What follows belongs to an exercise in optimizing a design on an open flow for small area, a short achievable clock period and few clock cycles; a production flow would make more cautious choices.
Function was checked by simulation only, so behaviour that the tests miss may differ from the original.
No activity file was given, so power comes from the tool's default toggle rates.

Design qdpa, start of the top module:
module qdpa (
    input  wire        clk,
    input  wire        rst_n,
    input  wire        host_we,
    input  wire [3:0]  host_addr,      
    input  wire [31:0] host_wdata,
    output reg  [31:0] host_rdata,
    output wire        busy,
    output wire        irq,
    output wire        mem_req,
    output wire [29:0] mem_addr,       
    input  wire        mem_ack,
    input  wire [31:0] mem_rdata,
    input  wire        mem_err
);
clock: 18.0 ns
lec_check: 0
cap_margin: 20
core_margin: 2
core_utilization: 45
place_density: 0.55
slew_margin: 20
standard.sh (not shown) runs the stock make flow with config.mk's settings and CLKGATE_MAP_FILE= SYNTH_SCRIPT=/design/flow/synth_recipe.tcl, a recipe that flattens the netlist after the stock synthesis.
==> flow/flow/run.sh <==
#!/bin/bash
# Own layout flow: the standard layout (standard.sh, standard synthesis
# unchanged) with its timing repair steps aiming at an 8 ns setup target
# (SETUP_SLACK_MARGIN 10 on the design's 18 ns clock) and drive-2 port
# buffers. The clock period and the constraints are the design's.
set -euo pipefail
export SETUP_SLACK_MARGIN=10
export TNS_END_PERCENT=100
export BUFFER_PORTS_ARGS="-buffer_cell sky130_fd_sc_hd__buf_2"
bash standard.sh > standard.log 2>&1
Testbench counts at the start, summed over its fixed seeds: cycles 30,692.
Next try:
ABC_AREA = 1   (was not set)
After rerunning: The changed run ran to the end with no violations. Non-clock buffer count goes down by 16. Die area goes down by about 1.3%. Sequential share of layout area hardly moves.
Next try:
ABC_AREA = not set   (was 1)
CAP_MARGIN = 10   (was 20)
CTS_BUF_LIST = sky130_fd_sc_hd__clkbuf_8   (was not set)
SLEW_MARGIN = 10   (was 20)
Result: The new run produced a clean layout; clock power decreases by about a fifth; wire length increases slightly; sequential power stays flat; global-route usage decreases by 0.18 points; hold slack gets worse by 3.5 ps; maximum frequency increases by a few percent; power decreases by a quarter to a third; final area decreases slightly; cell count decreases by a little under a tenth; core utilization decreases by 0.95 points.

---

job 101:
Another version of the RTL of qdpa (not shown whole).
For scale: ~870 flip-flops, roughly 140 I/O pins.
clock: 18.0 ns
lec_check: 0
cap_margin: 20
core_margin: 2
core_utilization: 55
place_density: 0.65
slew_margin: 20
Scripts as last shown in full above: flow/flow/run.sh
Testbench counts of job 101, summed over its fixed seeds: cycles 30,373.
#### Input delta (job 102 over job 101)
# job 101
export LEC_CHECK = 0
export CAP_MARGIN = 20
export CORE_MARGIN = 2
export CORE_UTILIZATION = 55
export PLACE_DENSITY = 0.65
export SLEW_MARGIN = 20
create_clock -name core_clock -period 18.0 [get_ports {clk}]
# job 102
export LEC_CHECK = 0
export CAP_MARGIN = 10
export CORE_MARGIN = 2
export CORE_UTILIZATION = 45
export CTS_BUF_LIST = sky130_fd_sc_hd__clkbuf_8
export PLACE_DENSITY = 0.55
export SLEW_MARGIN = 10
create_clock -name core_clock -period 18.0 [get_ports {clk}]
==> flow/flow/run.sh <==
#!/bin/bash
# Own layout flow: the standard layout (standard.sh, standard synthesis
# unchanged) with its timing repair steps aiming at an 8.4 ns setup target
# (SETUP_SLACK_MARGIN 9.6 on the design's 18 ns clock) and drive-2 port
# buffers. The clock period and the constraints are the design's.
set -euo pipefail
export SETUP_SLACK_MARGIN=9.6
export TNS_END_PERCENT=100
export BUFFER_PORTS_ARGS="-buffer_cell sky130_fd_sc_hd__buf_2"
bash standard.sh > standard.log 2>&1
### Flow results
The lower global-route usage of job 101 and job 102 is in job 102. The total power in job 102 sits 97 uW below the value recorded for job 101. Looking at routing usage on met2 across job 101 and job 102, the one that comes out lower is job 102. Job 101 → job 102: instance count on the critical path down 1; met3 routed wirelength went down.

---

Another version of the RTL of qdpa (not shown whole).
Size: ~7100 cells after synthesis, roughly 870 flip-flops, about 140 I/O pins, about 63000 um^2 of cells after synthesis.
==> flow/config.mk <==
export PLATFORM = sky130hd
export DESIGN_NAME = qdpa
export DESIGN_NICKNAME = qdpa
export VERILOG_FILES = /design/flow/design.v
export SDC_FILE = /design/flow/constraint.sdc
export NUM_CORES = 4
export LEC_CHECK = 0
export CAP_MARGIN = 10
export CORE_MARGIN = 2
export CORE_UTILIZATION = 45
export CTS_BUF_LIST = sky130_fd_sc_hd__clkbuf_8
export PLACE_DENSITY = 0.55
export SLEW_MARGIN = 10
==> flow/constraint.sdc <==
create_clock -name core_clock -period 18.0 [get_ports {clk}]
set_input_delay 3.6000 -clock core_clock [delete_from_list [all_inputs] [get_ports {clk}]]
set_output_delay 3.6000 -clock core_clock [all_outputs]
set_load 0.01 [all_outputs]
==> flow/flow/run.sh <==
#!/bin/bash
# Own layout flow: the standard layout (standard.sh, standard synthesis
# unchanged) with its timing repair steps aiming at an 8 ns setup target
# (SETUP_SLACK_MARGIN 10 on the design's 18 ns clock) and drive-2 port
# buffers. The clock period and the constraints are the design's.
set -euo pipefail
export SETUP_SLACK_MARGIN=10
export TNS_END_PERCENT=100
export BUFFER_PORTS_ARGS="-buffer_cell sky130_fd_sc_hd__buf_2"
bash standard.sh > standard.log 2>&1
Testbench counts at the start, summed over its fixed seeds: cycles 30,373.
Rerun with:
--- a/flow/config.mk
+++ b/flow/config.mk
@@ -6,8 +6,7 @@
 export NUM_CORES = 4
 export LEC_CHECK = 0
-export CAP_MARGIN = 10
+export CAP_MARGIN = 20
 export CORE_MARGIN = 2
 export CORE_UTILIZATION = 45
-export CTS_BUF_LIST = sky130_fd_sc_hd__clkbuf_8
 export PLACE_DENSITY = 0.55
-export SLEW_MARGIN = 10
+export SLEW_MARGIN = 20
Setup slack improved by 0.042 ns.
Area after synthesis stays the same.
Fmax rises by 0.50%.
Final cell count goes down by 1.1%.
Clock skew fell by 0.033 ns.
Non-clock buffer count went up by 7.

-- port drivers added, routing unchanged --
How much do the figures lean on ideal ports? The routed layouts below were timed once more, with nothing changed but the port constraints. Step 1 sets driving cells, clkbuf_16 on the clock port and buf_2 on the other inputs (assumed; they add their load-dependent delay and slew). Step 2, shift: input delay + t, output delay - t, t = (earliest + latest rising clock arrival at the registers) / 2. This alone moves slack from input paths to output paths. a / b / c = ideal / step 1 / step 2; a / b = the first two.
| run | shift t [ns] | setup WS [ns] | clock arrival spread, ns | cell pins on the clock port's net |
|---|---|---|---|---|
| the first run of note 1 | 0.775 | 9.592 / 9.442 / 9.442 | 0.059 / 0.060 | 1 |
| the second run of note 1 | 0.799 | 9.410 / 9.339 / 9.339 | 0.080 / 0.080 | 1 |
| the third run of note 1 | 0.938 | 9.608 / 9.514 / 9.514 | 0.056 / 0.057 | 1 |
| job 101 | 0.764 | 9.570 / 9.525 / 9.525 | 0.035 / 0.034 | 1 |
| job 102 | 0.976 | 9.608 / 9.561 / 9.561 | 0.065 / 0.065 | 1 |
| the first run of note 3 | 0.983 | 9.641 / 9.567 / 9.567 | 0.114 / 0.114 | 1 |
| the second run of note 3 | 0.802 | 9.683 / 9.600 / 9.600 | 0.061 / 0.061 | 1 |
After both steps every run listed still meets setup and hold. The setup slack of the first run of note 1, which loses most, moves by -0.150 ns with the drivers and by -0.150 ns with both steps.
